Background: an optimization exercise with open tools, aiming at small area, a short achievable clock period and few clock cycles per item. Do not read the settings as production practice.
Function was checked by simulation only, so behaviour that the tests miss may differ from the original.
No activity file was given, so power comes from the tool's default toggle rates.

==> flow/design.v <==
module doppler_row (
  input  wire        clk,
  input  wire        rst,
  input  wire        in_valid,
  output wire        in_ready,
  input  wire [7:0]  in_data,
  output reg         out_valid,
  input  wire        out_ready,
  output reg  [15:0] out_db,
  output reg         out_last
);
  localparam signed [15:0] DB_FLOOR  = -16'sd12800;   
  localparam signed [15:0] DB_OFFSET = -16'sd3960;    
  localparam [15:0]        DB_SCALE  = 16'd49321;     
  integer i;
  reg         byte_hi;
  reg  [7:0]  hi_byte;
  reg  [5:0]  n_in;
  reg         stg_full;
  wire        copy_now;
  assign in_ready = !stg_full || (n_in == 6'd0) || (n_in == 6'd1 && !byte_hi);
  wire in_fire = in_valid && in_ready;
  reg         s_vld;
  reg  signed [16:0] s_r;
  reg  [23:0] w_bd;      
  reg  [5:0]  n_r;
  reg  [14:0] win_c;
  always @(posedge clk) begin
    if (rst) begin
      byte_hi  <= 1'b0;
      n_in     <= 6'd0;
      stg_full <= 1'b0;
      s_vld    <= 1'b0;
    end else begin
      s_vld <= 1'b0;
      if (copy_now) stg_full <= 1'b0;
      if (in_fire) begin
        if (!byte_hi) begin
          hi_byte <= in_data;
          byte_hi <= 1'b1;
        end else begin
          byte_hi <= 1'b0;
          s_vld   <= 1'b1;
          n_in    <= n_in + 6'd1;
          if (n_in == 6'd63) stg_full <= 1'b1;
        end
      end
    end
  end
  always @(posedge clk) begin
    if (in_fire && byte_hi) begin
      s_r <= $signed({1'b0, hi_byte, in_data}) - 17'sd2048;
      w_bd <= win_bd;
      n_r <= n_in;
    end
  end
  wire [23:0] win_bd;
  benc #(.NB(8)) u_wenc (.b({1'b0, win_c}), .bd(win_bd));
  wire [31:0] win_ps, win_pc;
  bmul_cs #(.WA(17), .NB(8), .WP(32)) u_wmul (.a(s_r), .bd(w_bd), .s(win_ps), .c(win_pc));
  reg  [31:0] wp_s, wp_c;
  reg         wp_v;
  reg  [5:0]  wp_n;
  always @(posedge clk) begin
    if (rst) wp_v <= 1'b0;
    else     wp_v <= s_vld;
    wp_s <= win_ps;
    wp_c <= win_pc;
    wp_n <= n_r;
  end
  wire [31:0] win_rnd  = wp_s + wp_c + 32'd16384;
  wire signed [16:0] xw_new   = win_rnd[31:15];
  reg signed [16:0] stg [0:61];
  wire stg_wr = wp_v && (wp_n != 6'd0) && (wp_n != 6'd63);
  always @(posedge clk) begin
    if (stg_wr) begin
      for (i = 0; i < 61; i = i + 1) stg[i] <= stg[i+1];
      stg[61] <= xw_new;
    end
  end
  reg signed [16:0] rp [0:14];    
  reg signed [16:0] rq [0:14];    
  reg signed [16:0] rr [0:14];    
  reg signed [16:0] rs [0:14];    
  reg signed [18:0] sp_v0, sp_v2, sp_nx, sp_d, sp_nd;
  reg [3:0] gc;
  always @(posedge clk) begin
    if (copy_now) begin
      for (i = 0; i < 15; i = i + 1) begin
        rp[i] <= stg[i];
        rq[i] <= stg[i+32];
        rs[i] <= stg[30-i];
      end
      rr[0] <= 17'sd0;
      for (i = 1; i < 15; i = i + 1) rr[i] <= stg[62-i];
      sp_v0 <= stg[15] + stg[31] + stg[47];
      sp_v2 <= stg[31] - stg[15] - stg[47];
      sp_nx <= -stg[31];
      sp_d  <= stg[47] - stg[15];
      sp_nd <= stg[15] - stg[47];
      gc  <= 4'd1;
    end else begin
      for (i = 0; i < 14; i = i + 1) begin
        rp[i] <= rp[i+1];
        rq[i] <= rq[i+1];
        rr[i] <= rr[i+1];
        rs[i] <= rs[i+1];
      end
      rp[14] <= rp[0];
      rq[14] <= rq[0];
      rr[14] <= rr[0];
      rs[14] <= rs[0];
      gc <= (gc == 4'd15) ? 4'd1 : gc + 4'd1;
    end
  end
  wire signed [17:0] ap = rp[0] + rq[0];
  wire signed [17:0] am = rp[0] - rq[0];
  wire signed [17:0] bp = rr[0] + rs[0];
  wire signed [17:0] bm = rr[0] - rs[0];
  reg  signed [18:0] gAp, gBp, gAm, gBm;
  always @(posedge clk) begin
    gAp <= ap + bp;
    gBp <= ap - bp;
    gAm <= am + bm;
    gBm <= am - bm;
  end
  localparam [1:0] L_WAIT = 2'd0, L_ISSUE = 2'd1, L_DONE = 2'd2;
  reg  [1:0]  lst   [0:1];
  reg  [3:0]  lic   [0:1];
  reg  [4:0]  lk    [0:1];
  reg         lnew  [0:1];
  reg  [23:0] lcb   [0:1];     
  reg  [23:0] lsb   [0:1];     
  reg         lfirst [0:1];
  reg         llast  [0:1];
  reg  [7:0]  lctl   [0:1];    
  reg         lfirst2 [0:1];
  reg         llast2  [0:1];
  reg  [7:0]  lctl2   [0:1];
  reg  [5:0]  lph    [0:1];    
  reg  [4:0]  lkn    [0:1];    
  reg  signed [36:0] acc_rl [0:1];
  reg  signed [36:0] acc_il [0:1];
  reg  signed [36:0] acc_rh [0:1];
  reg  signed [36:0] acc_ih [0:1];
  reg         cpend [0:1];     
  reg         cfull [0:1];     
  reg  signed [22:0] cap [0:1][0:3];
  reg  [1:0]  cfree;           
  function [14:0] qtab;
    input [4:0] j;
    begin
      case (j)
        5'd0:  qtab = 15'd16384;
        5'd1:  qtab = 15'd16305;
        5'd2:  qtab = 15'd16069;
        5'd3:  qtab = 15'd15679;
        5'd4:  qtab = 15'd15137;
        5'd5:  qtab = 15'd14449;
        5'd6:  qtab = 15'd13623;
        5'd7:  qtab = 15'd12665;
        5'd8:  qtab = 15'd11585;
        5'd9:  qtab = 15'd10394;
        5'd10: qtab = 15'd9102;
        5'd11: qtab = 15'd7723;
        5'd12: qtab = 15'd6270;
        5'd13: qtab = 15'd4756;
        5'd14: qtab = 15'd3196;
        5'd15: qtab = 15'd1606;
        default: qtab = 15'd0;
      endcase
    end
  endfunction
  function [15:0] ctab;
    input [5:0] m;
    reg [4:0] j;
    reg       neg;
    begin
      case (m[5:4])
        2'd0: begin j = {1'b0, m[3:0]};        neg = 1'b0; end
        2'd1: begin j = 5'd16 - {1'b0, m[3:0]}; neg = 1'b1; end
        2'd2: begin j = {1'b0, m[3:0]};        neg = 1'b1; end
        default: begin j = 5'd16 - {1'b0, m[3:0]}; neg = 1'b0; end
      endcase
      ctab = {neg, qtab(j)};
    end
  endfunction
  function [23:0] bneg;
    input [23:0] bd;
    input        n;
    begin
      bneg = bd ^ {8{n, 2'b00}};
    end
  endfunction
  genvar gi;
  generate
    for (gi = 0; gi < 2; gi = gi + 1) begin : lane
      wire [1:0]  st    = lst[gi];
      wire [4:0]  k     = lk[gi];
      wire        j0    = (k == 5'd0);
      wire        issue = (st == L_ISSUE);
      wire [5:0]  ph    = lph[gi];
      wire [3:0]  gcn   = copy_now ? 4'd1 : (gc == 4'd15) ? 4'd1 : gc + 4'd1;
      wire [8:0]  kgn   = lkn[gi] * gcn;
      always @(posedge clk) lph[gi] <= kgn[5:0];
      always @(*) begin
        lkn[gi] = k;
        if (rst) lkn[gi] = gi;
        else if (st == L_ISSUE && lic[gi] == 4'd14) lkn[gi] = last_job ? gi : k + 5'd2;
      end
      wire        last_job = (k >= 5'd14);
      wire [15:0] tw_c = issue ? ctab(ph) : 16'd0;
      wire [15:0] tw_s = issue ? (j0 ? 16'd16384 : ctab(ph - 6'd16)) : 16'd0;
      wire [23:0] bm_c, bm_s;
      benc #(.NB(8)) u_cenc (.b({1'b0, tw_c[14:0]}), .bd(bm_c));
      benc #(.NB(8)) u_senc (.b({1'b0, tw_s[14:0]}), .bd(bm_s));
      wire [23:0] bd_c = bneg(bm_c, tw_c[15]);
      wire [23:0] bd_s = bneg(bm_s, tw_s[15]);
      wire [7:0] ctl = !j0 ? {1'b1, 1'b0, 1'b1, 1'b1, 1'b1, gc[0], 1'b1, gc[0]}
                           : {1'b1, 1'b0, 1'b0, 1'b0, !gc[0], gc[1], gc[0], !gc[1]};
      always @(posedge clk) begin
        lcb[gi]    <= bd_c;
        lsb[gi]    <= bd_s;
        lfirst[gi] <= issue && (lic[gi] == 4'd0);
        llast[gi]  <= issue && (lic[gi] == 4'd14) && !rst;
        lctl[gi]   <= ctl;
        lfirst2[gi] <= lfirst[gi];
        llast2[gi]  <= llast[gi] && !rst;
        lctl2[gi]   <= lctl[gi];
      end
      wire signed [18:0] opa = (gi == 0) ? gAp : gAm;
      wire signed [18:0] opb = (gi == 0) ? gBp : gBm;
      wire [36:0] ta_s, ta_c, tb_s, tb_c;
      bmul_cs #(.WA(19), .NB(8), .WP(37)) u_ma (.a(opa), .bd(lcb[gi]), .s(ta_s), .c(ta_c));
      bmul_cs #(.WA(19), .NB(8), .WP(37)) u_mb (.a(opb), .bd(lsb[gi]), .s(tb_s), .c(tb_c));
      reg  [36:0] pa_s, pa_c, pb_s, pb_c;
      always @(posedge clk) begin
        pa_s <= ta_s;
        pa_c <= ta_c;
        pb_s <= tb_s;
        pb_c <= tb_c;
      end
      reg  signed [18:0] sre, sil, sih;
      always @(*) begin
        case (k[1:0])
          2'd0: begin sre = sp_v0; sil = 19'sd0; sih = 19'sd0; end
          2'd1: begin sre = sp_nx; sil = sp_d;   sih = sp_nd;  end
          2'd2: begin sre = sp_v2; sil = 19'sd0; sih = 19'sd0; end
          default: begin sre = sp_nx; sil = sp_nd; sih = sp_d; end
        endcase
      end
      wire [36:0] init_re = {{4{sre[18]}}, sre, 14'd8192};
      wire [36:0] init_il = {{4{sil[18]}}, sil, 14'd8192};
      wire [36:0] init_ih = {{4{sih[18]}}, sih, 14'd8192};
      wire [36:0] b_rl = lfirst2[gi] ? init_re : acc_rl[gi];
      wire [36:0] b_il = lfirst2[gi] ? init_il : acc_il[gi];
      wire [36:0] b_rh = lfirst2[gi] ? init_re : acc_rh[gi];
      wire [36:0] b_ih = lfirst2[gi] ? init_ih : acc_ih[gi];
      wire [7:0]  c    = lctl2[gi];
      wire [36:0] n_rl, n_il, n_rh, n_ih;
      cacc u_arl (.base(b_rl), .s(pa_s), .c(pa_c), .en(c[7]), .neg(c[6]), .y(n_rl));
      cacc u_ail (.base(b_il), .s(pb_s), .c(pb_c), .en(c[5]), .neg(c[4]), .y(n_il));
      cacc u_arh (.base(b_rh), .s(pa_s), .c(pa_c), .en(c[3]), .neg(c[2]), .y(n_rh));
      cacc u_aih (.base(b_ih), .s(pb_s), .c(pb_c), .en(c[1]), .neg(c[0]), .y(n_ih));
      always @(posedge clk) begin
        acc_rl[gi] <= n_rl;
        acc_il[gi] <= n_il;
        acc_rh[gi] <= n_rh;
        acc_ih[gi] <= n_ih;
      end
      wire do_cap = cpend[gi] && !cfull[gi];
      always @(posedge clk) begin
        if (do_cap) begin
          cap[gi][0] <= acc_rl[gi][36:14];
          cap[gi][1] <= acc_il[gi][36:14];
          cap[gi][2] <= acc_rh[gi][36:14];
          cap[gi][3] <= acc_ih[gi][36:14];
        end
      end
      wire go = !cfull[gi] && !cpend[gi];
      always @(posedge clk) begin
        if (rst) begin
          lst[gi]   <= L_WAIT;
          lic[gi]   <= 4'd0;
          lk[gi]    <= gi;
          lnew[gi]  <= 1'b0;
          cpend[gi] <= 1'b0;
          cfull[gi] <= 1'b0;
        end else begin
          if (llast2[gi]) cpend[gi] <= 1'b1;
          else if (do_cap) cpend[gi] <= 1'b0;
          if (do_cap) cfull[gi] <= 1'b1;
          else if (cfree[gi]) cfull[gi] <= 1'b0;
          case (st)
            L_WAIT: begin
              if ((copy_now || lnew[gi]) && go) begin
                lst[gi]  <= L_ISSUE;
                lic[gi]  <= 4'd0;
                lnew[gi] <= 1'b0;
              end else if (copy_now) begin
                lnew[gi] <= 1'b1;
              end
            end
            L_ISSUE: begin
              lic[gi] <= lic[gi] + 4'd1;
              if (copy_now) lnew[gi] <= 1'b1;
              if (lic[gi] == 4'd14) begin
                if (!last_job) begin
                  lk[gi]  <= k + 5'd2;
                  lic[gi] <= 4'd0;
                  if (!go) lst[gi] <= L_DONE;
                end else begin
                  lk[gi]  <= gi;
                  lst[gi] <= L_WAIT;
                end
              end
            end
            default: begin    
              if (go) begin
                lst[gi] <= L_ISSUE;
                lic[gi] <= 4'd0;
              end
            end
          endcase
        end
      end
    end
  endgenerate
  wire lane_free0 = (lst[0] == L_WAIT) && !lnew[0];
  wire lane_free1 = (lst[1] == L_WAIT) && !lnew[1];
  assign copy_now = stg_full && lane_free0 && lane_free1;
  reg  [3:0] dk;
  reg        dact;
  reg  [1:0] dj;
  reg  [1:0] fcnt;
  reg  [1:0] lo_fl;      
  reg  [3:0] lfree;      
  reg        wdir, rdir;
  reg  [3:0] wpi, rpi;   
  reg  [1:0] lwin;       
  reg        b16_busy, b16_full;
  reg  [1:0] omode;      
  wire       dl = dk[0];
  wire d_room  = ({1'b0, fcnt} + {1'b0, lo_fl} < 3'd2) &&
                 ((dk != 4'd0) || !b16_busy) &&
                 ((dk == 4'd0) || (lfree != 4'd0));
  wire d_start = !dact && cfull[dl] && d_room;
  always @(*) begin
    cfree = 2'b00;
    if (dact && dj == 2'd3) cfree[dl] = 1'b1;
  end
  always @(posedge clk) begin
    if (rst) begin
      dk   <= 4'd0;
      dact <= 1'b0;
      dj   <= 2'd0;
    end else begin
      if (d_start) begin
        dact <= 1'b1;
        dj   <= 2'd0;
      end else if (dact) begin
        dj <= dj + 2'd1;
        if (dj == 2'd3) begin
          dact <= 1'b0;
          dk   <= dk + 4'd1;
        end
      end
    end
  end
  reg  signed [22:0] d1_x;
  reg                d1_v, d1_j0, d1_hi, d1_15, d1_b16;
  always @(posedge clk) begin
    if (rst) d1_v <= 1'b0;
    else     d1_v <= dact;
    d1_x   <= cap[dl][dj];
    d1_j0  <= !dj[0];
    d1_hi  <= dj[1];
    d1_15  <= (dk == 4'd15);
    d1_b16 <= (dk == 4'd0);
  end
  wire [45:0] d1_ss, d1_sc;
  sqr_cs u_sq (.x(d1_x), .s(d1_ss), .c(d1_sc));
  reg  [45:0] q_s, q_c;
  reg         q_v, q_j0, q_hi, q_15, q_b16;
  always @(posedge clk) begin
    if (rst) q_v <= 1'b0;
    else     q_v <= d1_v;
    q_s   <= d1_ss;
    q_c   <= d1_sc;
    q_j0  <= d1_j0;
    q_hi  <= d1_hi;
    q_15  <= d1_15;
    q_b16 <= d1_b16;
  end
  reg  [45:0] pw;
  reg         d2_v, d2_hi, d2_15, d2_b16;
  always @(posedge clk) begin
    if (rst) d2_v <= 1'b0;
    else     d2_v <= q_v && !q_j0;
    pw     <= (q_j0 ? 46'd0 : pw) + q_s + q_c;
    d2_hi  <= q_hi;
    d2_15  <= q_15;
    d2_b16 <= q_b16;
  end
  reg  [45:0] nrm;
  reg  [5:0]  lz;
  always @(*) begin
    nrm = pw;
    lz  = 6'd0;
    if (nrm[45:14] == 32'd0) begin nrm = nrm << 32; lz = lz + 6'd32; end
    if (nrm[45:30] == 16'd0) begin nrm = nrm << 16; lz = lz + 6'd16; end
    if (nrm[45:38] == 8'd0)  begin nrm = nrm << 8;  lz = lz + 6'd8;  end
    if (nrm[45:42] == 4'd0)  begin nrm = nrm << 4;  lz = lz + 6'd4;  end
    if (nrm[45:44] == 2'd0)  begin nrm = nrm << 2;  lz = lz + 6'd2;  end
    if (nrm[45] == 1'b0)     begin nrm = nrm << 1;  lz = lz + 6'd1;  end
  end
  reg  [5:0]  d3_e;
  reg  [7:0]  d3_f;
  reg         d3_z, d3_v, d3_hi, d3_15, d3_b16;
  always @(posedge clk) begin
    if (rst) d3_v <= 1'b0;
    else     d3_v <= d2_v;
    d3_e   <= 6'd45 - lz;
    d3_f   <= nrm[44:37];
    d3_z   <= (pw == 46'd0);
    d3_hi  <= d2_hi;
    d3_15  <= d2_15;
    d3_b16 <= d2_b16;
  end
  reg  [7:0]  log_f;
  reg  [13:0] l_q8;
  reg         l_z, l_v, l_hi, l_15, l_b16;
  always @(posedge clk) begin
    if (rst) l_v <= 1'b0;
    else     l_v <= d3_v;
    l_q8  <= {d3_e, log_f};
    l_z   <= d3_z;
    l_hi  <= d3_hi;
    l_15  <= d3_15;
    l_b16 <= d3_b16;
  end
  wire [31:0] db_prod = l_q8 * DB_SCALE + 32'd32768 - 32'd259522560;
  wire signed [15:0] db_val = l_z ? DB_FLOOR : db_prod[31:16];
  reg  [15:0] d4_db;
  reg         d4_v, d4_hi, d4_15, d4_b16;
  always @(posedge clk) begin
    if (rst) d4_v <= 1'b0;
    else     d4_v <= l_v;
    d4_db  <= db_val;
    d4_hi  <= l_hi;
    d4_15  <= l_15;
    d4_b16 <= l_b16;
  end
  reg  [15:0] fdb [0:1];
  reg         f15 [0:1];
  reg         fwp, frp;
  reg  [15:0] lf  [0:14];
  reg  [15:0] b16;
  wire f_push = d4_v && !d4_hi;
  wire b_push = d4_v && d4_hi && d4_b16;
  wire l_push = d4_v && d4_hi && !d4_b16;
  wire o_free = !out_valid || out_ready;
  wire f_pop  = o_free && (omode == 2'd0) && (fcnt != 2'd0);
  wire b_pop  = o_free && (omode == 2'd1) && b16_full;
  wire l_pop  = o_free && (omode == 2'd2) && (lwin != 2'd0);
  wire d_hi_start = d_start && (dk != 4'd0);
  always @(posedge clk) begin
    if (f_push) begin
      fdb[fwp] <= d4_db;
      f15[fwp] <= d4_15;
    end
    if (l_push) lf[wdir ? 4'd14 - wpi : wpi] <= d4_db;
    if (b_push) b16 <= d4_db;
  end
  always @(posedge clk) begin
    if (rst) begin
      fcnt      <= 2'd0;
      fwp       <= 1'b0;
      frp       <= 1'b0;
      lo_fl     <= 2'd0;
      lfree     <= 4'd15;
      wdir      <= 1'b0;
      rdir      <= 1'b0;
      wpi       <= 4'd0;
      rpi       <= 4'd0;
      lwin      <= 2'd0;
      b16_busy  <= 1'b0;
      b16_full  <= 1'b0;
      omode     <= 2'd0;
      out_valid <= 1'b0;
      out_last  <= 1'b0;
    end else begin
      fcnt  <= fcnt + {1'b0, f_push} - {1'b0, f_pop};
      lo_fl <= lo_fl + {1'b0, d_start} - {1'b0, f_push};
      lfree <= lfree - {3'b0, d_hi_start} + {3'b0, l_pop};
      lwin  <= lwin + {1'b0, l_push && wpi == 4'd14} - {1'b0, l_pop && rpi == 4'd14};
      if (f_push) fwp <= !fwp;
      if (f_pop)  frp <= !frp;
      if (l_push) begin
        wpi <= (wpi == 4'd14) ? 4'd0 : wpi + 4'd1;
        if (wpi == 4'd14) wdir <= !wdir;
      end
      if (l_pop) begin
        rpi <= (rpi == 4'd14) ? 4'd0 : rpi + 4'd1;
        if (rpi == 4'd14) rdir <= !rdir;
      end
      if (d_start && dk == 4'd0) b16_busy <= 1'b1;
      if (b_push) b16_full <= 1'b1;
      if (f_pop) begin
        out_valid <= 1'b1;
        out_db    <= fdb[frp];
        out_last  <= 1'b0;
        if (f15[frp]) omode <= 2'd1;
      end else if (b_pop) begin
        out_valid <= 1'b1;
        out_db    <= b16;
        out_last  <= 1'b0;
        b16_full  <= 1'b0;
        b16_busy  <= 1'b0;
        omode     <= 2'd2;
      end else if (l_pop) begin
        out_valid <= 1'b1;
        out_db    <= lf[rdir ? rpi : 4'd14 - rpi];
        out_last  <= (rpi == 4'd14);
        if (rpi == 4'd14) omode <= 2'd0;
      end else if (o_free) begin
        out_valid <= 1'b0;
      end
    end
  end
  always @(*) begin
    case (n_in)
      6'd0: win_c = 15'd0;
      6'd1: win_c = 15'd81;
      6'd2: win_c = 15'd325;
      6'd3: win_c = 15'd728;
      6'd4: win_c = 15'd1287;
      6'd5: win_c = 15'd1995;
      6'd6: win_c = 15'd2847;
      6'd7: win_c = 15'd3833;
      6'd8: win_c = 15'd4944;
      6'd9: win_c = 15'd6169;
      6'd10: win_c = 15'd7495;
      6'd11: win_c = 15'd8909;
      6'd12: win_c = 15'd10398;
      6'd13: win_c = 15'd11947;
      6'd14: win_c = 15'd13539;
      6'd15: win_c = 15'd15160;
      6'd16: win_c = 15'd16792;
      6'd17: win_c = 15'd18421;
      6'd18: win_c = 15'd20030;
      6'd19: win_c = 15'd21602;
      6'd20: win_c = 15'd23123;
      6'd21: win_c = 15'd24576;
      6'd22: win_c = 15'd25948;
      6'd23: win_c = 15'd27225;
      6'd24: win_c = 15'd28394;
      6'd25: win_c = 15'd29444;
      6'd26: win_c = 15'd30364;
      6'd27: win_c = 15'd31145;
      6'd28: win_c = 15'd31780;
      6'd29: win_c = 15'd32261;
      6'd30: win_c = 15'd32585;
      6'd31: win_c = 15'd32748;
      6'd32: win_c = 15'd32748;
      6'd33: win_c = 15'd32585;
      6'd34: win_c = 15'd32261;
      6'd35: win_c = 15'd31780;
      6'd36: win_c = 15'd31145;
      6'd37: win_c = 15'd30364;
      6'd38: win_c = 15'd29444;
      6'd39: win_c = 15'd28394;
      6'd40: win_c = 15'd27225;
      6'd41: win_c = 15'd25948;
      6'd42: win_c = 15'd24576;
      6'd43: win_c = 15'd23123;
      6'd44: win_c = 15'd21602;
      6'd45: win_c = 15'd20030;
      6'd46: win_c = 15'd18421;
      6'd47: win_c = 15'd16792;
      6'd48: win_c = 15'd15160;
      6'd49: win_c = 15'd13539;
      6'd50: win_c = 15'd11947;
      6'd51: win_c = 15'd10398;
      6'd52: win_c = 15'd8909;
      6'd53: win_c = 15'd7495;
      6'd54: win_c = 15'd6169;
      6'd55: win_c = 15'd4944;
      6'd56: win_c = 15'd3833;
      6'd57: win_c = 15'd2847;
      6'd58: win_c = 15'd1995;
      6'd59: win_c = 15'd1287;
      6'd60: win_c = 15'd728;
      6'd61: win_c = 15'd325;
      6'd62: win_c = 15'd81;
      6'd63: win_c = 15'd0;
      default: win_c = 15'd0;
    endcase
  end
  always @(*) begin
    case (d3_f)
      8'd0: log_f = 8'd0;
      8'd1: log_f = 8'd1;
      8'd2: log_f = 8'd3;
      8'd3: log_f = 8'd4;
      8'd4: log_f = 8'd6;
      8'd5: log_f = 8'd7;
      8'd6: log_f = 8'd9;
      8'd7: log_f = 8'd10;
      8'd8: log_f = 8'd11;
      8'd9: log_f = 8'd13;
      8'd10: log_f = 8'd14;
      8'd11: log_f = 8'd16;
      8'd12: log_f = 8'd17;
      8'd13: log_f = 8'd18;
      8'd14: log_f = 8'd20;
      8'd15: log_f = 8'd21;
      8'd16: log_f = 8'd22;
      8'd17: log_f = 8'd24;
      8'd18: log_f = 8'd25;
      8'd19: log_f = 8'd26;
      8'd20: log_f = 8'd28;
      8'd21: log_f = 8'd29;
      8'd22: log_f = 8'd30;
      8'd23: log_f = 8'd32;
      8'd24: log_f = 8'd33;
      8'd25: log_f = 8'd34;
      8'd26: log_f = 8'd36;
      8'd27: log_f = 8'd37;
      8'd28: log_f = 8'd38;
      8'd29: log_f = 8'd40;
      8'd30: log_f = 8'd41;
      8'd31: log_f = 8'd42;
      8'd32: log_f = 8'd44;
      8'd33: log_f = 8'd45;
      8'd34: log_f = 8'd46;
      8'd35: log_f = 8'd47;
      8'd36: log_f = 8'd49;
      8'd37: log_f = 8'd50;
      8'd38: log_f = 8'd51;
      8'd39: log_f = 8'd52;
      8'd40: log_f = 8'd54;
      8'd41: log_f = 8'd55;
      8'd42: log_f = 8'd56;
      8'd43: log_f = 8'd57;
      8'd44: log_f = 8'd59;
      8'd45: log_f = 8'd60;
      8'd46: log_f = 8'd61;
      8'd47: log_f = 8'd62;
      8'd48: log_f = 8'd63;
      8'd49: log_f = 8'd65;
      8'd50: log_f = 8'd66;
      8'd51: log_f = 8'd67;
      8'd52: log_f = 8'd68;
      8'd53: log_f = 8'd69;
      8'd54: log_f = 8'd71;
      8'd55: log_f = 8'd72;
      8'd56: log_f = 8'd73;
      8'd57: log_f = 8'd74;
      8'd58: log_f = 8'd75;
      8'd59: log_f = 8'd77;
      8'd60: log_f = 8'd78;
      8'd61: log_f = 8'd79;
      8'd62: log_f = 8'd80;
      8'd63: log_f = 8'd81;
      8'd64: log_f = 8'd82;
      8'd65: log_f = 8'd84;
      8'd66: log_f = 8'd85;
      8'd67: log_f = 8'd86;
      8'd68: log_f = 8'd87;
      8'd69: log_f = 8'd88;
      8'd70: log_f = 8'd89;
      8'd71: log_f = 8'd90;
      8'd72: log_f = 8'd92;
      8'd73: log_f = 8'd93;
      8'd74: log_f = 8'd94;
      8'd75: log_f = 8'd95;
      8'd76: log_f = 8'd96;
      8'd77: log_f = 8'd97;
      8'd78: log_f = 8'd98;
      8'd79: log_f = 8'd99;
      8'd80: log_f = 8'd100;
      8'd81: log_f = 8'd102;
      8'd82: log_f = 8'd103;
      8'd83: log_f = 8'd104;
      8'd84: log_f = 8'd105;
      8'd85: log_f = 8'd106;
      8'd86: log_f = 8'd107;
      8'd87: log_f = 8'd108;
      8'd88: log_f = 8'd109;
      8'd89: log_f = 8'd110;
      8'd90: log_f = 8'd111;
      8'd91: log_f = 8'd112;
      8'd92: log_f = 8'd113;
      8'd93: log_f = 8'd114;
      8'd94: log_f = 8'd116;
      8'd95: log_f = 8'd117;
      8'd96: log_f = 8'd118;
      8'd97: log_f = 8'd119;
      8'd98: log_f = 8'd120;
      8'd99: log_f = 8'd121;
      8'd100: log_f = 8'd122;
      8'd101: log_f = 8'd123;
      8'd102: log_f = 8'd124;
      8'd103: log_f = 8'd125;
      8'd104: log_f = 8'd126;
      8'd105: log_f = 8'd127;
      8'd106: log_f = 8'd128;
      8'd107: log_f = 8'd129;
      8'd108: log_f = 8'd130;
      8'd109: log_f = 8'd131;
      8'd110: log_f = 8'd132;
      8'd111: log_f = 8'd133;
      8'd112: log_f = 8'd134;
      8'd113: log_f = 8'd135;
      8'd114: log_f = 8'd136;
      8'd115: log_f = 8'd137;
      8'd116: log_f = 8'd138;
      8'd117: log_f = 8'd139;
      8'd118: log_f = 8'd140;
      8'd119: log_f = 8'd141;
      8'd120: log_f = 8'd142;
      8'd121: log_f = 8'd143;
      8'd122: log_f = 8'd144;
      8'd123: log_f = 8'd145;
      8'd124: log_f = 8'd146;
      8'd125: log_f = 8'd147;
      8'd126: log_f = 8'd148;
      8'd127: log_f = 8'd149;
      8'd128: log_f = 8'd150;
      8'd129: log_f = 8'd151;
      8'd130: log_f = 8'd152;
      8'd131: log_f = 8'd153;
      8'd132: log_f = 8'd154;
      8'd133: log_f = 8'd155;
      8'd134: log_f = 8'd155;
      8'd135: log_f = 8'd156;
      8'd136: log_f = 8'd157;
      8'd137: log_f = 8'd158;
      8'd138: log_f = 8'd159;
      8'd139: log_f = 8'd160;
      8'd140: log_f = 8'd161;
      8'd141: log_f = 8'd162;
      8'd142: log_f = 8'd163;
      8'd143: log_f = 8'd164;
      8'd144: log_f = 8'd165;
      8'd145: log_f = 8'd166;
      8'd146: log_f = 8'd167;
      8'd147: log_f = 8'd168;
      8'd148: log_f = 8'd169;
      8'd149: log_f = 8'd169;
      8'd150: log_f = 8'd170;
      8'd151: log_f = 8'd171;
      8'd152: log_f = 8'd172;
      8'd153: log_f = 8'd173;
      8'd154: log_f = 8'd174;
      8'd155: log_f = 8'd175;
      8'd156: log_f = 8'd176;
      8'd157: log_f = 8'd177;
      8'd158: log_f = 8'd178;
      8'd159: log_f = 8'd178;
      8'd160: log_f = 8'd179;
      8'd161: log_f = 8'd180;
      8'd162: log_f = 8'd181;
      8'd163: log_f = 8'd182;
      8'd164: log_f = 8'd183;
      8'd165: log_f = 8'd184;
      8'd166: log_f = 8'd185;
      8'd167: log_f = 8'd185;
      8'd168: log_f = 8'd186;
      8'd169: log_f = 8'd187;
      8'd170: log_f = 8'd188;
      8'd171: log_f = 8'd189;
      8'd172: log_f = 8'd190;
      8'd173: log_f = 8'd191;
      8'd174: log_f = 8'd192;
      8'd175: log_f = 8'd192;
      8'd176: log_f = 8'd193;
      8'd177: log_f = 8'd194;
      8'd178: log_f = 8'd195;
      8'd179: log_f = 8'd196;
      8'd180: log_f = 8'd197;
      8'd181: log_f = 8'd198;
      8'd182: log_f = 8'd198;
      8'd183: log_f = 8'd199;
      8'd184: log_f = 8'd200;
      8'd185: log_f = 8'd201;
      8'd186: log_f = 8'd202;
      8'd187: log_f = 8'd203;
      8'd188: log_f = 8'd203;
      8'd189: log_f = 8'd204;
      8'd190: log_f = 8'd205;
      8'd191: log_f = 8'd206;
      8'd192: log_f = 8'd207;
      8'd193: log_f = 8'd208;
      8'd194: log_f = 8'd208;
      8'd195: log_f = 8'd209;
      8'd196: log_f = 8'd210;
      8'd197: log_f = 8'd211;
      8'd198: log_f = 8'd212;
      8'd199: log_f = 8'd212;
      8'd200: log_f = 8'd213;
      8'd201: log_f = 8'd214;
      8'd202: log_f = 8'd215;
      8'd203: log_f = 8'd216;
      8'd204: log_f = 8'd216;
      8'd205: log_f = 8'd217;
      8'd206: log_f = 8'd218;
      8'd207: log_f = 8'd219;
      8'd208: log_f = 8'd220;
      8'd209: log_f = 8'd220;
      8'd210: log_f = 8'd221;
      8'd211: log_f = 8'd222;
      8'd212: log_f = 8'd223;
      8'd213: log_f = 8'd224;
      8'd214: log_f = 8'd224;
      8'd215: log_f = 8'd225;
      8'd216: log_f = 8'd226;
      8'd217: log_f = 8'd227;
      8'd218: log_f = 8'd228;
      8'd219: log_f = 8'd228;
      8'd220: log_f = 8'd229;
      8'd221: log_f = 8'd230;
      8'd222: log_f = 8'd231;
      8'd223: log_f = 8'd231;
      8'd224: log_f = 8'd232;
      8'd225: log_f = 8'd233;
      8'd226: log_f = 8'd234;
      8'd227: log_f = 8'd234;
      8'd228: log_f = 8'd235;
      8'd229: log_f = 8'd236;
      8'd230: log_f = 8'd237;
      8'd231: log_f = 8'd238;
      8'd232: log_f = 8'd238;
      8'd233: log_f = 8'd239;
      8'd234: log_f = 8'd240;
      8'd235: log_f = 8'd241;
      8'd236: log_f = 8'd241;
      8'd237: log_f = 8'd242;
      8'd238: log_f = 8'd243;
      8'd239: log_f = 8'd244;
      8'd240: log_f = 8'd244;
      8'd241: log_f = 8'd245;
      8'd242: log_f = 8'd246;
      8'd243: log_f = 8'd247;
      8'd244: log_f = 8'd247;
      8'd245: log_f = 8'd248;
      8'd246: log_f = 8'd249;
      8'd247: log_f = 8'd249;
      8'd248: log_f = 8'd250;
      8'd249: log_f = 8'd251;
      8'd250: log_f = 8'd252;
      8'd251: log_f = 8'd252;
      8'd252: log_f = 8'd253;
      8'd253: log_f = 8'd254;
      8'd254: log_f = 8'd255;
      8'd255: log_f = 8'd255;
      default: log_f = 8'd0;
    endcase
  end
endmodule
module cacc (
  input  wire [36:0] base,
  input  wire [36:0] s,
  input  wire [36:0] c,
  input  wire        en,
  input  wire        neg,
  output wire [36:0] y
);
  wire [36:0] xs = (s ^ {37{neg}}) & {37{en}};
  wire [36:0] xc = (c ^ {37{neg}}) & {37{en}};
  wire        k  = en & neg;
  wire [36:0] t  = base ^ xs ^ xc;
  wire [36:0] m  = (base & xs) | (base & xc) | (xs & xc);
  wire [36:0] u  = {m[35:0], k};
  assign y = t + u + {36'd0, k};
endmodule
module bmul_cs #(parameter WA = 19, parameter NB = 8, parameter WP = 37) (
  input  wire signed [WA-1:0]   a,
  input  wire [3*NB-1:0]        bd,
  output wire [WP-1:0]          s,
  output wire [WP-1:0]          c
);
  localparam WR = WA + 2;
  function [WP-1:0] cst_f;
    input integer dummy;
    integer i;
    begin
      cst_f = {WP{1'b0}};
      for (i = 0; i < NB; i = i + 1)
        cst_f = cst_f - ({{(WP-1){1'b0}}, 1'b1} << (WR - 1 + 2*i));
    end
  endfunction
  localparam [WP-1:0] CST = cst_f(0);
  wire [(NB+1)*WP-1:0] rows;
  wire [NB-1:0] negs;
  genvar i;
  generate
    for (i = 0; i < NB; i = i + 1) begin : r
      wire one = bd[3*i];
      wire two = bd[3*i+1];
      wire neg = bd[3*i+2];
      wire [WR-1:0] sel = one ? {{2{a[WA-1]}}, a} : two ? {a[WA-1], a, 1'b0} : {WR{1'b0}};
      wire [WR-1:0] x   = sel ^ {WR{neg}};
      wire [WR-1:0] xs  = {~x[WR-1], x[WR-2:0]};
      wire [WP-1:0] row = {{(WP-WR){1'b0}}, xs} << (2*i);
      assign negs[i] = neg;
      if (i == 0) begin : r0
        assign rows[WP-1:0] = row;
      end else begin : rn
        assign rows[(i+1)*WP-1:i*WP] = row | ({{(WP-1){1'b0}}, negs[i-1]} << (2*i-2));
      end
    end
  endgenerate
  assign rows[(NB+1)*WP-1:NB*WP] = CST | ({{(WP-1){1'b0}}, negs[NB-1]} << (2*NB-2));
  generate
    if (NB == 8 && WP == 37) begin : t37
      csa_tree_9_37 u_t (.rows(rows), .s(s), .c(c));
    end else begin : t32
      csa_tree_9_32 u_t (.rows(rows), .s(s), .c(c));
    end
  endgenerate
endmodule
module benc #(parameter NB = 8) (input wire [2*NB-1:0] b, output wire [3*NB-1:0] bd);
  genvar i;
  generate
    for (i = 0; i < NB; i = i + 1) begin : e
      wire b2 = b[2*i+1];
      wire b1 = b[2*i];
      wire b0;
      if (i == 0) begin : z
        assign b0 = 1'b0;
      end else begin : nz
        assign b0 = b[2*i-1];
      end
      assign bd[3*i]   = b1 ^ b0;
      assign bd[3*i+1] = (b2 ^ b1) & ~(b1 ^ b0);
      assign bd[3*i+2] = b2;
    end
  endgenerate
endmodule
module sqr_cs (input wire signed [22:0] x, output wire [45:0] s, output wire [45:0] c);
  wire       sg = x[22];
  wire [21:0] y = x[21:0] ^ {22{sg}};
  wire [23*46-1:0] rows;
  wire [45:0] diag;
  genvar i;
  generate
    for (i = 0; i < 22; i = i + 1) begin : d
      assign diag[2*i]   = y[i];
      assign diag[2*i+1] = 1'b0;
    end
    assign diag[45:44] = 2'b00;
    assign rows[45:0] = diag;
    for (i = 0; i < 21; i = i + 1) begin : x1
      assign rows[(i+2)*46-1:(i+1)*46] = y[i] ? (({24'd0, y} >> (i+1)) << (2*i+2)) : 46'd0;
    end
    assign rows[23*46-1:22*46] = sg ? {23'd0, y, 1'b1} : 46'd0;
  endgenerate
  csa_tree_23_46 u_t (.rows(rows), .s(s), .c(c));
endmodule
module csa_tree_9_37 (input wire [332:0] rows, output wire [36:0] s, output wire [36:0] c);
  wire [36:0] l0_s0 = rows[36:0] ^ rows[73:37] ^ rows[110:74];
  wire [36:0] l0_c0m = (rows[36:0] & rows[73:37]) | (rows[36:0] & rows[110:74]) | (rows[73:37] & rows[110:74]);
  wire [36:0] l0_c0 = {l0_c0m[35:0], 1'b0};
  wire [36:0] l0_s1 = rows[147:111] ^ rows[184:148] ^ rows[221:185];
  wire [36:0] l0_c1m = (rows[147:111] & rows[184:148]) | (rows[147:111] & rows[221:185]) | (rows[184:148] & rows[221:185]);
  wire [36:0] l0_c1 = {l0_c1m[35:0], 1'b0};
  wire [36:0] l0_s2 = rows[258:222] ^ rows[295:259] ^ rows[332:296];
  wire [36:0] l0_c2m = (rows[258:222] & rows[295:259]) | (rows[258:222] & rows[332:296]) | (rows[295:259] & rows[332:296]);
  wire [36:0] l0_c2 = {l0_c2m[35:0], 1'b0};
  wire [36:0] l1_s0 = l0_s0 ^ l0_c0 ^ l0_s1;
  wire [36:0] l1_c0m = (l0_s0 & l0_c0) | (l0_s0 & l0_s1) | (l0_c0 & l0_s1);
  wire [36:0] l1_c0 = {l1_c0m[35:0], 1'b0};
  wire [36:0] l1_s1 = l0_c1 ^ l0_s2 ^ l0_c2;
  wire [36:0] l1_c1m = (l0_c1 & l0_s2) | (l0_c1 & l0_c2) | (l0_s2 & l0_c2);
  wire [36:0] l1_c1 = {l1_c1m[35:0], 1'b0};
  wire [36:0] l2_s0 = l1_s0 ^ l1_c0 ^ l1_s1;
  wire [36:0] l2_c0m = (l1_s0 & l1_c0) | (l1_s0 & l1_s1) | (l1_c0 & l1_s1);
  wire [36:0] l2_c0 = {l2_c0m[35:0], 1'b0};
  wire [36:0] l3_s0 = l2_s0 ^ l2_c0 ^ l1_c1;
  wire [36:0] l3_c0m = (l2_s0 & l2_c0) | (l2_s0 & l1_c1) | (l2_c0 & l1_c1);
  wire [36:0] l3_c0 = {l3_c0m[35:0], 1'b0};
  assign s = l3_s0;
  assign c = l3_c0;
endmodule
module csa_tree_9_32 (input wire [287:0] rows, output wire [31:0] s, output wire [31:0] c);
  wire [31:0] l0_s0 = rows[31:0] ^ rows[63:32] ^ rows[95:64];
  wire [31:0] l0_c0m = (rows[31:0] & rows[63:32]) | (rows[31:0] & rows[95:64]) | (rows[63:32] & rows[95:64]);
  wire [31:0] l0_c0 = {l0_c0m[30:0], 1'b0};
  wire [31:0] l0_s1 = rows[127:96] ^ rows[159:128] ^ rows[191:160];
  wire [31:0] l0_c1m = (rows[127:96] & rows[159:128]) | (rows[127:96] & rows[191:160]) | (rows[159:128] & rows[191:160]);
  wire [31:0] l0_c1 = {l0_c1m[30:0], 1'b0};
  wire [31:0] l0_s2 = rows[223:192] ^ rows[255:224] ^ rows[287:256];
  wire [31:0] l0_c2m = (rows[223:192] & rows[255:224]) | (rows[223:192] & rows[287:256]) | (rows[255:224] & rows[287:256]);
  wire [31:0] l0_c2 = {l0_c2m[30:0], 1'b0};
  wire [31:0] l1_s0 = l0_s0 ^ l0_c0 ^ l0_s1;
  wire [31:0] l1_c0m = (l0_s0 & l0_c0) | (l0_s0 & l0_s1) | (l0_c0 & l0_s1);
  wire [31:0] l1_c0 = {l1_c0m[30:0], 1'b0};
  wire [31:0] l1_s1 = l0_c1 ^ l0_s2 ^ l0_c2;
  wire [31:0] l1_c1m = (l0_c1 & l0_s2) | (l0_c1 & l0_c2) | (l0_s2 & l0_c2);
  wire [31:0] l1_c1 = {l1_c1m[30:0], 1'b0};
  wire [31:0] l2_s0 = l1_s0 ^ l1_c0 ^ l1_s1;
  wire [31:0] l2_c0m = (l1_s0 & l1_c0) | (l1_s0 & l1_s1) | (l1_c0 & l1_s1);
  wire [31:0] l2_c0 = {l2_c0m[30:0], 1'b0};
  wire [31:0] l3_s0 = l2_s0 ^ l2_c0 ^ l1_c1;
  wire [31:0] l3_c0m = (l2_s0 & l2_c0) | (l2_s0 & l1_c1) | (l2_c0 & l1_c1);
  wire [31:0] l3_c0 = {l3_c0m[30:0], 1'b0};
  assign s = l3_s0;
  assign c = l3_c0;
endmodule
module csa_tree_23_46 (input wire [1057:0] rows, output wire [45:0] s, output wire [45:0] c);
  wire [45:0] l0_s0 = rows[45:0] ^ rows[91:46] ^ rows[137:92];
  wire [45:0] l0_c0m = (rows[45:0] & rows[91:46]) | (rows[45:0] & rows[137:92]) | (rows[91:46] & rows[137:92]);
  wire [45:0] l0_c0 = {l0_c0m[44:0], 1'b0};
  wire [45:0] l0_s1 = rows[183:138] ^ rows[229:184] ^ rows[275:230];
  wire [45:0] l0_c1m = (rows[183:138] & rows[229:184]) | (rows[183:138] & rows[275:230]) | (rows[229:184] & rows[275:230]);
  wire [45:0] l0_c1 = {l0_c1m[44:0], 1'b0};
  wire [45:0] l0_s2 = rows[321:276] ^ rows[367:322] ^ rows[413:368];
  wire [45:0] l0_c2m = (rows[321:276] & rows[367:322]) | (rows[321:276] & rows[413:368]) | (rows[367:322] & rows[413:368]);
  wire [45:0] l0_c2 = {l0_c2m[44:0], 1'b0};
  wire [45:0] l0_s3 = rows[459:414] ^ rows[505:460] ^ rows[551:506];
  wire [45:0] l0_c3m = (rows[459:414] & rows[505:460]) | (rows[459:414] & rows[551:506]) | (rows[505:460] & rows[551:506]);
  wire [45:0] l0_c3 = {l0_c3m[44:0], 1'b0};
  wire [45:0] l0_s4 = rows[597:552] ^ rows[643:598] ^ rows[689:644];
  wire [45:0] l0_c4m = (rows[597:552] & rows[643:598]) | (rows[597:552] & rows[689:644]) | (rows[643:598] & rows[689:644]);
  wire [45:0] l0_c4 = {l0_c4m[44:0], 1'b0};
  wire [45:0] l0_s5 = rows[735:690] ^ rows[781:736] ^ rows[827:782];
  wire [45:0] l0_c5m = (rows[735:690] & rows[781:736]) | (rows[735:690] & rows[827:782]) | (rows[781:736] & rows[827:782]);
  wire [45:0] l0_c5 = {l0_c5m[44:0], 1'b0};
  wire [45:0] l0_s6 = rows[873:828] ^ rows[919:874] ^ rows[965:920];
  wire [45:0] l0_c6m = (rows[873:828] & rows[919:874]) | (rows[873:828] & rows[965:920]) | (rows[919:874] & rows[965:920]);
  wire [45:0] l0_c6 = {l0_c6m[44:0], 1'b0};
  wire [45:0] l1_s0 = l0_s0 ^ l0_c0 ^ l0_s1;
  wire [45:0] l1_c0m = (l0_s0 & l0_c0) | (l0_s0 & l0_s1) | (l0_c0 & l0_s1);
  wire [45:0] l1_c0 = {l1_c0m[44:0], 1'b0};
  wire [45:0] l1_s1 = l0_c1 ^ l0_s2 ^ l0_c2;
  wire [45:0] l1_c1m = (l0_c1 & l0_s2) | (l0_c1 & l0_c2) | (l0_s2 & l0_c2);
  wire [45:0] l1_c1 = {l1_c1m[44:0], 1'b0};
  wire [45:0] l1_s2 = l0_s3 ^ l0_c3 ^ l0_s4;
  wire [45:0] l1_c2m = (l0_s3 & l0_c3) | (l0_s3 & l0_s4) | (l0_c3 & l0_s4);
  wire [45:0] l1_c2 = {l1_c2m[44:0], 1'b0};
  wire [45:0] l1_s3 = l0_c4 ^ l0_s5 ^ l0_c5;
  wire [45:0] l1_c3m = (l0_c4 & l0_s5) | (l0_c4 & l0_c5) | (l0_s5 & l0_c5);
  wire [45:0] l1_c3 = {l1_c3m[44:0], 1'b0};
  wire [45:0] l1_s4 = l0_s6 ^ l0_c6 ^ rows[1011:966];
  wire [45:0] l1_c4m = (l0_s6 & l0_c6) | (l0_s6 & rows[1011:966]) | (l0_c6 & rows[1011:966]);
  wire [45:0] l1_c4 = {l1_c4m[44:0], 1'b0};
  wire [45:0] l2_s0 = l1_s0 ^ l1_c0 ^ l1_s1;
  wire [45:0] l2_c0m = (l1_s0 & l1_c0) | (l1_s0 & l1_s1) | (l1_c0 & l1_s1);
  wire [45:0] l2_c0 = {l2_c0m[44:0], 1'b0};
  wire [45:0] l2_s1 = l1_c1 ^ l1_s2 ^ l1_c2;
  wire [45:0] l2_c1m = (l1_c1 & l1_s2) | (l1_c1 & l1_c2) | (l1_s2 & l1_c2);
  wire [45:0] l2_c1 = {l2_c1m[44:0], 1'b0};
  wire [45:0] l2_s2 = l1_s3 ^ l1_c3 ^ l1_s4;
  wire [45:0] l2_c2m = (l1_s3 & l1_c3) | (l1_s3 & l1_s4) | (l1_c3 & l1_s4);
  wire [45:0] l2_c2 = {l2_c2m[44:0], 1'b0};
  wire [45:0] l3_s0 = l2_s0 ^ l2_c0 ^ l2_s1;
  wire [45:0] l3_c0m = (l2_s0 & l2_c0) | (l2_s0 & l2_s1) | (l2_c0 & l2_s1);
  wire [45:0] l3_c0 = {l3_c0m[44:0], 1'b0};
  wire [45:0] l3_s1 = l2_c1 ^ l2_s2 ^ l2_c2;
  wire [45:0] l3_c1m = (l2_c1 & l2_s2) | (l2_c1 & l2_c2) | (l2_s2 & l2_c2);
  wire [45:0] l3_c1 = {l3_c1m[44:0], 1'b0};
  wire [45:0] l4_s0 = l3_s0 ^ l3_c0 ^ l3_s1;
  wire [45:0] l4_c0m = (l3_s0 & l3_c0) | (l3_s0 & l3_s1) | (l3_c0 & l3_s1);
  wire [45:0] l4_c0 = {l4_c0m[44:0], 1'b0};
  wire [45:0] l4_s1 = l3_c1 ^ l1_c4 ^ rows[1057:1012];
  wire [45:0] l4_c1m = (l3_c1 & l1_c4) | (l3_c1 & rows[1057:1012]) | (l1_c4 & rows[1057:1012]);
  wire [45:0] l4_c1 = {l4_c1m[44:0], 1'b0};
  wire [45:0] l5_s0 = l4_s0 ^ l4_c0 ^ l4_s1;
  wire [45:0] l5_c0m = (l4_s0 & l4_c0) | (l4_s0 & l4_s1) | (l4_c0 & l4_s1);
  wire [45:0] l5_c0 = {l5_c0m[44:0], 1'b0};
  wire [45:0] l6_s0 = l5_s0 ^ l5_c0 ^ l4_c1;
  wire [45:0] l6_c0m = (l5_s0 & l5_c0) | (l5_s0 & l4_c1) | (l5_c0 & l4_c1);
  wire [45:0] l6_c0 = {l6_c0m[44:0], 1'b0};
  assign s = l6_s0;
  assign c = l6_c0;
endmodule
==> flow/run.sh <==
#!/bin/bash
# synth_recipe.tcl (not shown) runs the flow's synth.tcl, then flattens the netlist and writes it again
# the make line also repeats each setting of config.mk as NAME=value (left out here)
make -C /OpenROAD-flow-scripts/flow DESIGN_CONFIG=/design/flow/config.mk WORK_HOME=/design/flow/orfs CLKGATE_MAP_FILE= SYNTH_SCRIPT=/design/flow/synth_recipe.tcl finish
==> flow/config.mk <==
export PLATFORM = sky130hd
export DESIGN_NAME = doppler_row
export DESIGN_NICKNAME = doppler_row
export VERILOG_FILES = /design/flow/design.v
export SDC_FILE = /design/flow/constraint.sdc
export NUM_CORES = 4
export LEC_CHECK = 0
export CAP_MARGIN = 20
export CORE_MARGIN = 2
export CORE_UTILIZATION = 40
export SLEW_MARGIN = 20
==> flow/constraint.sdc <==
create_clock -name core_clock -period 12.0 [get_ports {clk}]
set_input_delay 2.4000 -clock core_clock [delete_from_list [all_inputs] [get_ports {clk}]]
set_output_delay 2.4000 -clock core_clock [all_outputs]
set_load 0.01 [all_outputs]
==> notes.md <==
max-slew violation count 0; Synth top area share approximately a quarter; Die X ~730 um; Tot GR Track Use between 10% and 20%; first-pass GRT wire length about 810000 um; initial DRC count a little over 10000; Max-slew headroom around 3.3%; crit path from in_valid; IO buf count 30; synthesized flop and latch total between 3000 and 4000; Initial Util between 40% and 50%; final instance area around 230000 um^2; H-tree levels 5; Die Ht between 700 and 800 um; full die area ~530000 um^2; Critical Path AT slightly below 7000 ps; cell taking the most area after synthesis edfxtp_1; I/O pin cnt 31; CTS tree built; DR vias/cell 5.031; final antenna-violating net count 0; CTS buffer count 400; Residual DRC 0; core area between 500000 and 600000 um^2; largest net degree at the start of global routing between 200 and 250; Worst Path Max Fanout 21; clock latency at the later pin of the worst-skew pair approximately 1000 ps; reg2reg start rs[0][1]; vias in the first global route 136848; Post-Synthesis Cells approximately 21000; initial antenna violation count 30; Cell variety after synth 96; Crit path largest cell delay between 600 and 700 ps; final cell count without fillers ~28000; Setup violations, final 0; Critical Path Start Type primary input; hpwl dp ~370000 um; CP endpoint kind register; end of the worst register-to-register path gBm[18]; xor/xnor cell area share of the yosys netlist between 6 and 7%; total of max-cap violations 0; Static Leak 96.01 nW; worst reg2reg path depth 22; largest cells by area after synthesis edfxtp_1 (24%), dfxtp_1 (21%), fa_1 (11%); Post-Synth Adder-Cell Area between 10% and 20%; layout cell share with drive strength beyond 1 5.480%; drt pass-1 iters 8; Hold Fails Final Rpt 0; fin crit period slightly below 6000 ps; hold path startpoint d1_hi; critical path class in2reg; Setup Total Neg Slack 0 ps; worst path cell trace clkdlybuf4s50_1, inv_1, a211oi_4, mux2i_1, or2_2, clkinv_1, ha_1, nor2_1, a21oi_1, nor2b_1, o32ai_1, a221oi_1, a311o_1; final WL between 500000 and 600000 um; Root Driver clkbuf_16; worst slew pin tran roughly 1400 ps; Final #Nets 22692; largest family of logic cells by synthesized area adder cells; Worst setup endpoint win_c[9]; Synth Area in Simple Gates a little over an eighth; post-CTS setup buffer count 0; Compound-Gate Fraction of Synth Area between 9 and 10%; cts repair resizes 0; status timing/DRC/antenna clean; pwr dens between 100 and 150 nW/um^2; VDD IR max between 0.15 and 0.2 mV; routed len/inst approximately 19 um; clk sinks 3860; Post-synth ARST share 0%; number of synthesized flops with an enable pin roughly 1700; via count approximately 140k; FP Rows ~260; Hold Path Class reg2reg; post-synthesis cell area ~210000 um^2; mux cell area share after synthesis 1.704%; Final Skew ~74 ps; power consumption 33.94 mW; Final Wtd Congestion roughly 0.9; GRT overflow 0; clock tree buffer depth 4; CP max stage cell a211oi_4; reg2reg setup slack about 6000 ps; Hold WS 320.8 ps; Max Clk Rate around 170 MHz; Ys Warns 53; synthesis-to-finish area growth 9.943%; post-synthesis sequential area ratio approximately 45%; cell count after placement ~27000; Post-CTS Hold Fix Bufs 0; CP Data Required Time about 13000 ps; period utilization 49.47%; dominant synthesized flop cell dfxtp_1; RSZ-0062 raised after global routing no; Post-Syn Area per Cell around 10 um^2; CTS clock-pin slew for the worst setup and hold paths ~70 ps; placed inst area roughly 210000 um^2
==> cells in the mapped netlist (all sizes together), types with 22 or more instances <==
library cell and count:
edfxtp 1690, mux2 33, nand3b 22, inv 1782, o21ai 988, nand2 4491
or3 44, o211ai 40, mux4 51, a21boi 69, a22oi 380, o21bai 84
a21oi 600, xnor2 921, o31ai 32, a221oi 33, clkbuf 973, o2bb2ai 35
xor2 708, o21a 100, ha 1301, o22ai 23, nor2b 295, a31oi 58
nand2b 113, and3 68, fa 1111, and2 188, or2 81, nor2 891
a21o 157, dfxtp 2170, mux2i 202, a211oi 88, nand3 183, buf 99
o221ai 31, nand4 37, nor3 155, o311ai 22, nor4 38
==> cell families (layout without fill, tap and decap cells) <==
family          count (synthesis)  after routing
mux                           286            286
flops                        3860           3860
xor+xnor                     1629           1629
other cells                     1             32
compound gates               2961           2961
fa+ha+maj                    2413           2413
simple gates                 6676           6676
buf+inv                      2867           2794
==> routing by layer <==
metal  GRT usage (%)  part of all wire [%]
met5               0                 0.014
met2           31.44                    46
met3           2.525                   5.1
met1           26.36                    45
met4           6.607                   3.7
==> sequential cells by signal (all words and copies together) (netlist names), 27 cells and up, named ones only <==
name,flops
fdb,32
pw,46
acc_rl,74
lane.pa_s,70
lane.pb_c,62
acc_ih,74
wp_c,27
stg,1054
wp_s,28
rr,255
lf,240
q_s,43
lane.pa_c,62
rp,255
acc_il,74
rs,255
lane.pb_s,70
rq,255
cap,184
lsb,48
acc_rh,74
lcb,48
q_c,42
==> worst min-delay path by stage <==
| stage | to | slack [ps] | depth (start not counted) |
|---|---|---|---|
| 2_1_floorplan | d2_15 | 310 | 0 |
| 5_1_grt | lctl2[1][1] | 330 | 0 |
| 6_report | q_hi | 320 | 0 |
| 3_3_place_gp | d3_b16 | 310 | 0 |
| 4_1_cts | d2_b16 | 320 | 0 |
| 3_5_place_dp | lctl2[1][2] | 310 | 0 |
==> critical path: cells and delay by family <==
kind                     cells  cell delay, ps
buffers and inverters        3            1180
AND/OR/NAND/NOR              3            1030
adder cells (fa/ha/maj)      1             520
AO/OA/AOI/OAI                5            1470
multiplexers                 1             240
==> per-stage QoR <==
step / util [%] / worst slack [ps]
floorplan: - / 3252
global placement: 41.51 / 5062
detailed placement: 41.53 / 4991
CTS: 44.19 / 5966
global route: 44.21 / 5521
finish: 44.21 / 6064
==> cells in the final DEF, fill, tap and decap left out, types with 35 or more instances in the layout <==
cell       instances
and3_1            68
xnor2_1          917
o21a_1           100
and2_1           186
nor3_1           154
nor2b_1          292
o21bai_1          84
a31oi_1           58
nand2b_1         113
clkbuf_8          54
nand3_1          182
a21oi_1          600
clkbuf_16        407
inv_1           1778
xor2_1           706
o2bb2ai_1         35
nand2_1         4491
clkbuf_1          74
o211ai_1          40
mux2i_1          201
edfxtp_1        1690
o21ai_0          976
a21o_1           157
bufinv_16         36
nor2_1           876
fa_1            1111
clkinv_2          62
a211oi_1          87
mux4_2            51
clkinv_1          45
or3_1             44
a21boi_0          68
or2_2             81
dfxtp_1         2143
buf_4            205
nand4_1           37
ha_1            1298
a22oi_1          380
==> where the power goes <==
group	internal, mW	switching, mW	total, mW
clock network	7.42	5.46	12.9
registers	14.5	0.485	15.0
logic	2.71	3.32	6.03
total	24.7	9.26	33.9
==> area by class of cell <==
class                      instances  area, um^2
fill                           48790      288800
multi-input combinational      13967      103400
sequential                      3860       94250
clock buffer                     537       11220
tap                             6916        8653
inverter                        1795        6745
clock inverter                   218        2540
timing repair buffer             244        1989
antenna                           30       75.07
Testbench counts, summed over its fixed seeds: cycles 13,624, windows 96.

-- afterwards: timing with drivers on the ports --
The results above use ideal ports. As a check the final layout listed here was re-extracted and re-timed, cells and wires unchanged. Step 1: set_driving_cell puts a clkbuf_16 on clk and a buf_2 on each other input, an assumption about the parent block. Step 2 also shifts input and output timing later by t, the mid clock arrival at the registers, as if the neighbouring blocks saw the same clock. a / b / c = ideal ports / drivers / drivers and shift; a / b = the first two.
t (ns): 1.115
setup slack, ns: 6.064 / 6.074 / 5.048
worst register clock-pin slew, ns: 0.07 / 0.07
After both steps this run still meets setup and hold. The setup slack of this run moves by +0.010 ns with the drivers and by -1.016 ns with both steps.
